From an optimization exercise on the open Yosys and OpenROAD flow, aimed at small area, a short achievable clock period and few clock cycles per item; shortcuts taken in it are not production practice.
Function was checked by simulation only, so behaviour that the tests miss may differ from the original.
Power is estimated from default activity; no workload was simulated.

==> flow/design.v (excerpt) <==
module hacodec (
    input  wire       clk,
    input  wire       rst,
    input  wire       in_valid,
    output wire       in_ready,
    input  wire [7:0] in_data,
    input  wire       in_last,
    output wire       out_valid,
    input  wire       out_ready,
    output wire [7:0] out_data,
    output wire       out_last
);
Size in the first run: about 1300 cells after synthesis, about 24 I/O pins.
export LEC_CHECK = 0
export ABC_CLOCK_PERIOD_IN_PS = 4000
export CAP_MARGIN = 20
export CORE_MARGIN = 2
export CORE_UTILIZATION = 40
export CTS_CLUSTER_DIAMETER = 100
export CTS_CLUSTER_SIZE = 20
export SETUP_SLACK_MARGIN = 5
export SLEW_MARGIN = 20
create_clock -name core_clock -period 10.0 [get_ports {clk}]
standard.sh (not shown) runs the stock make flow with config.mk's settings and CLKGATE_MAP_FILE= SYNTH_SCRIPT=/design/flow/synth_recipe.tcl, a recipe that flattens the netlist after the stock synthesis.
==> flow/flow/run.sh <==
#!/bin/bash
set -euo pipefail
bash standard.sh SYNTH_SCRIPT="$PWD/flow/synth_abc.tcl" ADDER_MAP_FILE= SETUP_SLACK_MARGIN=6 MATCH_CELL_FOOTPRINT=0 \
  "BUFFER_PORTS_ARGS=-buffer_cell sky130_fd_sc_hd__buf_4" finish > flow_standard.log 2>&1
==> flow/flow/abc_area_nf.script <==
strash
ifraig
scorr
dc2
strash
&get -n
&dch -f
&nf
&put
==> flow/flow/synth_abc.tcl <==
# synth_recipe.tcl (the standard synthesis) with one change: the technology mapping of the
# combinational logic uses flow/abc_area_nf.script (an area-oriented ABC script)
# instead of ORFS's abc_speed.script. Flip-flops are mapped before ABC and are not touched.
set ::abc_area_script [file join [file dirname [file normalize [info script]]] abc_area_nf.script]
proc synth {args} { yosys synth -nofsm -noshare {*}$args }
proc abc {args} {
  set i [lsearch -exact $args -script]
  if {$i >= 0 && [string match *abc_speed.script [lindex $args [expr {$i + 1}]]]} {
    set args [lreplace $args $i [expr {$i + 1}] -script $::abc_area_script]
  }
  yosys abc {*}$args
}
source $::env(SCRIPTS_DIR)/synth.tcl
# left out here: clear keep_hierarchy, flatten, clean up, hide names made inside functions, write 1_2_yosys.v
The first run finished with timing, DRC and antenna clean.
Testbench counts at the start, summed over its fixed seeds: cycles 248,529, requests 32,000.
Next try:
==> flow/flow/run.sh (replaced) <==
#!/bin/bash
set -euo pipefail
bash standard.sh SYNTH_SCRIPT="$PWD/flow/synth_abc.tcl" ADDER_MAP_FILE= SETUP_SLACK_MARGIN=7 MATCH_CELL_FOOTPRINT=0 \
  "BUFFER_PORTS_ARGS=-buffer_cell sky130_fd_sc_hd__buf_4" finish > flow_standard.log 2>&1
==> flow/flow/synth_abc.tcl (replaced) <==
# synth_recipe.tcl (the standard synthesis) with one change: the technology mapping of the
# combinational logic uses ABC's default script for a liberty mapping (abc -liberty ... -D)
# instead of ORFS's abc_speed.script. Flip-flops are mapped before ABC and are not touched.
proc synth {args} { yosys synth -nofsm -noshare {*}$args }
proc abc {args} {
  set i [lsearch -exact $args -script]
  if {$i >= 0 && [string match *abc_speed.script [lindex $args [expr {$i + 1}]]]} {
    set args [lreplace $args $i [expr {$i + 1}]]
  }
  yosys abc {*}$args
}
source $::env(SCRIPTS_DIR)/synth.tcl
# left out here: clear keep_hierarchy, flatten, clean up, hide names made inside functions, write 1_2_yosys.v
removed: flow/flow/abc_area_nf.script
Effect: Sequential cell count stays the same; wire length increases by 6.8%; clock power decreases by 5.1%; global-route usage increases by 1.4 points; utilization increases by 3.7 points; worst setup slack improves by 0.41 ns; die area increases by 2.1%; power increases by 4.7%.
Next try:
==> flow/flow/run.sh (replaced) <==
#!/bin/bash
set -euo pipefail
bash standard.sh SYNTH_SCRIPT="$PWD/flow/synth_abc.tcl" SETUP_SLACK_MARGIN=5.5 MATCH_CELL_FOOTPRINT=0 \
  "BUFFER_PORTS_ARGS=-buffer_cell sky130_fd_sc_hd__buf_4" finish > flow_standard.log 2>&1
The changed run finished clean.
Clock-buffer cell count went down by 1.
Routed wire length went down by a few percent.
Synthesized area went up by a few percent.
Setup slack got worse by 0.74 ns.
Total power is about the same.
Sequential power hardly moves.
Clock power went up by roughly a tenth.
Final area went down by a few percent.
Next try:
==> flow/flow/run.sh (replaced) <==
#!/bin/bash
set -euo pipefail
bash standard.sh SYNTH_SCRIPT="$PWD/flow/synth_abc.tcl" ADDER_MAP_FILE= SETUP_SLACK_MARGIN=6.75 MATCH_CELL_FOOTPRINT=0 \
  "BUFFER_PORTS_ARGS=-buffer_cell sky130_fd_sc_hd__buf_4" finish > flow_standard.log 2>&1
What happened: Worst setup slack is better by 0.63 ns; power goes down by about 2.6%; final area goes up by 4.3%; non-clock buffer count goes up by 94; sequential share of layout area goes down by 1.8 points.

hacodec again, from the RTL that the note above started with.
Settings: LEC_CHECK=0, ABC_CLOCK_PERIOD_IN_PS=4000, CAP_MARGIN=20, CORE_MARGIN=2, CORE_UTILIZATION=40, CTS_CLUSTER_DIAMETER=100, CTS_CLUSTER_SIZE=20, SETUP_SLACK_MARGIN=5, SLEW_MARGIN=20; clock period 10.0 ns.
==> flow/flow/run.sh <==
#!/bin/bash
set -euo pipefail
bash standard.sh SYNTH_SCRIPT="$PWD/flow/synth_abc.tcl" SETUP_SLACK_MARGIN=6 MATCH_CELL_FOOTPRINT=0 \
  "BUFFER_PORTS_ARGS=-buffer_cell sky130_fd_sc_hd__buf_4" finish > flow_standard.log 2>&1
==> flow/flow/synth_abc.tcl <==
# synth_recipe.tcl (the standard synthesis) with one change: the technology mapping of the
# combinational logic uses ABC's default script for a liberty mapping (abc -liberty ... -D)
# instead of ORFS's abc_speed.script. Flip-flops are mapped before ABC and are not touched.
proc synth {args} { yosys synth -nofsm -noshare {*}$args }
proc abc {args} {
  set i [lsearch -exact $args -script]
  if {$i >= 0 && [string match *abc_speed.script [lindex $args [expr {$i + 1}]]]} {
    set args [lreplace $args $i [expr {$i + 1}]]
  }
  yosys abc {*}$args
}
source $::env(SCRIPTS_DIR)/synth.tcl
# left out here: clear keep_hierarchy, flatten, clean up, hide names made inside functions, write 1_2_yosys.v
Testbench counts at the start, summed over its fixed seeds: cycles 248,529, requests 32,000.
Rerun with:
==> flow/flow/run.sh (replaced) <==
#!/bin/bash
set -euo pipefail
bash standard.sh SYNTH_SCRIPT="$PWD/flow/synth_abc.tcl" ADDER_MAP_FILE= SETUP_SLACK_MARGIN=6 MATCH_CELL_FOOTPRINT=0 \
  "BUFFER_PORTS_ARGS=-buffer_cell sky130_fd_sc_hd__buf_4" finish > flow_standard.log 2>&1
The new run completed without violations.
Global-route usage came out higher by 0.50 points.
Utilization came out lower by 0.34 points.
Cell count came out lower by about 1%.
Critical path depth came out lower by 2.
Via count came out lower by 2.1%.
Fmax came out higher by 0.39%.
Worst setup slack is better by 0.015 ns.
Routed wire length came out lower by about 4%.
Rerun with:
==> flow/flow/run.sh (replaced) <==
#!/bin/bash
set -euo pipefail
bash standard.sh SYNTH_SCRIPT="$PWD/flow/synth_abc.tcl" SETUP_SLACK_MARGIN=6 MATCH_CELL_FOOTPRINT=0 \
  "BUFFER_PORTS_ARGS=-buffer_cell sky130_fd_sc_hd__buf_4" finish > flow_standard.log 2>&1
==> flow/flow/abc_area_nf.script (new file) <==
strash
ifraig
scorr
dc2
strash
&get -n
&dch -f
&nf
&put
==> flow/flow/synth_abc.tcl (replaced) <==
# synth_recipe.tcl (the standard synthesis) with one change: the technology mapping of the
# combinational logic uses flow/abc_area_nf.script (an area-oriented ABC script)
# instead of ORFS's abc_speed.script. Flip-flops are mapped before ABC and are not touched.
set ::abc_area_script [file join [file dirname [file normalize [info script]]] abc_area_nf.script]
proc synth {args} { yosys synth -nofsm -noshare {*}$args }
proc abc {args} {
  set i [lsearch -exact $args -script]
  if {$i >= 0 && [string match *abc_speed.script [lindex $args [expr {$i + 1}]]]} {
    set args [lreplace $args $i [expr {$i + 1}] -script $::abc_area_script]
  }
  yosys abc {*}$args
}
source $::env(SCRIPTS_DIR)/synth.tcl
# left out here: clear keep_hierarchy, flatten, clean up, hide names made inside functions, write 1_2_yosys.v
Die area went up by about 3%; maximum frequency fell by 1.6%; synthesized cell count shrinks by 3.9%; utilization went up by 1.1 points; design area goes up by 5.7%; clock power goes up by 8.1%; power grows by 7.2%; combinational power climbs by about 19%; final cell count came out higher by about 1.6%; clock skew is higher by 0.015 ns; worst setup slack degrades by 0.063 ns.

hacodec, a different RTL version from the one above (not shown whole).
For scale: ~1,500 cells after synthesis, about 230 flip-flops, about 24 I/O pins, ~15,000 sq um of cells after synthesis.
export LEC_CHECK = 0
export ABC_CLOCK_PERIOD_IN_PS = 4000
export CAP_MARGIN = 20
export CORE_MARGIN = 2
export CORE_UTILIZATION = 40
export CTS_CLUSTER_DIAMETER = 120
export CTS_CLUSTER_SIZE = 25
export SETUP_SLACK_MARGIN = 5
export SLEW_MARGIN = 20
create_clock -name core_clock -period 10.0 [get_ports {clk}]
==> flow/flow/run.sh <==
#!/bin/bash
set -euo pipefail
bash standard.sh SETUP_SLACK_MARGIN=6 MATCH_CELL_FOOTPRINT=0 \
  "BUFFER_PORTS_ARGS=-buffer_cell sky130_fd_sc_hd__buf_4" finish > flow_standard.log 2>&1
The first run completed without violations.
Testbench counts at the start, summed over its fixed seeds: cycles 248,529, requests 32,000.
Then changed:
CTS_CLUSTER_DIAMETER = 100   (was 120)
CTS_CLUSTER_SIZE = 20   (was 25)
Result:
- global-route usage hardly moves
- routed wire length stays flat
- combinational power stays flat
- power came out higher by 0.72%
- sequential share of layout area stays flat
- clock-buffer cell count is higher by 3
- worst setup slack improves by 0.0046 ns
- cell area barely changes

Another version of the RTL of hacodec (not shown whole).
Size in the first run: roughly 1500 cells after synthesis, about 230 flip-flops, ~15000 sq um of cells after synthesis.
Settings: LEC_CHECK=0, ABC_CLOCK_PERIOD_IN_PS=4000, CAP_MARGIN=20, CORE_MARGIN=2, CORE_UTILIZATION=40, SETUP_SLACK_MARGIN=5, SLEW_MARGIN=20; clock period 10.0 ns.
==> flow/flow/run.sh <==
#!/bin/bash
set -euo pipefail
bash standard.sh SETUP_SLACK_MARGIN=7 MATCH_CELL_FOOTPRINT=0 \
  "BUFFER_PORTS_ARGS=-buffer_cell sky130_fd_sc_hd__buf_4" finish > flow_standard.log 2>&1
The first run went through all stages and came out clean.
Testbench counts at the start, summed over its fixed seeds: cycles 248,807, requests 32,000.
Edit:
==> flow/flow/run.sh (replaced) <==
#!/bin/bash
set -euo pipefail
bash standard.sh SETUP_SLACK_MARGIN=6 MATCH_CELL_FOOTPRINT=0 \
  "BUFFER_PORTS_ARGS=-buffer_cell sky130_fd_sc_hd__buf_4" finish > flow_standard.log 2>&1
The changed run completed without violations.
Fmax is lower by 9.1%.
Sequential share of layout area grows by 4.2 points.
Global-route usage drops by 1.7 points.
Final area goes down by 11%.
Utilization fell by 5.4 points.

-- separate check: timing with driven ports --
How much do the figures lean on ideal ports? The routed layouts below were timed once more, with nothing changed but the port constraints. Step 1 assumes that a clkbuf_16 drives the clock port and a buf_2 every other input. Step 2 moves the port delays by t, midway between the first and last clock arrival at a register: inputs arrive t later, outputs are due t later. That takes back most of the time a late clock gives input paths. a / b / c = no drivers / after step 1 / after step 2; a / b = the first two.
| run | shift t [ns] | slack for setup (ns) | worst setup path after step 2 | pins driven straight from the clock port |
|---|---|---|---|---|
| the first run of note 1 | 0.558 | 6.066 / 6.101 / 5.542 | input to register | 1 |
| the second run of note 1 | 0.557 | 6.475 / 6.414 / 5.857 | input to register | 1 |
| the third run of note 1 | 0.558 | 5.735 / 5.735 / 5.261 | input to register | 1 |
| the fourth run of note 1 | 0.559 | 6.364 / 6.296 / 5.737 | input to register | 1 |
| the first run of note 2 | 0.551 | 6.134 / 6.134 / 5.629 | input to register | 1 |
| the second run of note 2 | 0.552 | 6.149 / 6.183 / 5.631 | input to register | 1 |
| the third run of note 2 | 0.555 | 6.086 / 6.098 / 5.562 | input to register | 1 |
| the first run of note 3 | 0.560 | 6.125 / 6.125 / 5.616 | input to register | 1 |
| the second run of note 3 | 0.561 | 6.130 / 6.130 / 5.597 | input to register | 1 |
| the first run of note 4 | 0.604 | 6.378 / 6.250 / 5.646 | input to register | 1 |
| the second run of note 4 | 0.613 | 6.015 / 6.026 / 5.430 | input to register | 1 |
After both steps setup and hold are still met in every run listed. For the first run of note 4, which loses most, drivers alone change the setup slack by -0.128 ns; drivers and shift together by -0.732 ns.
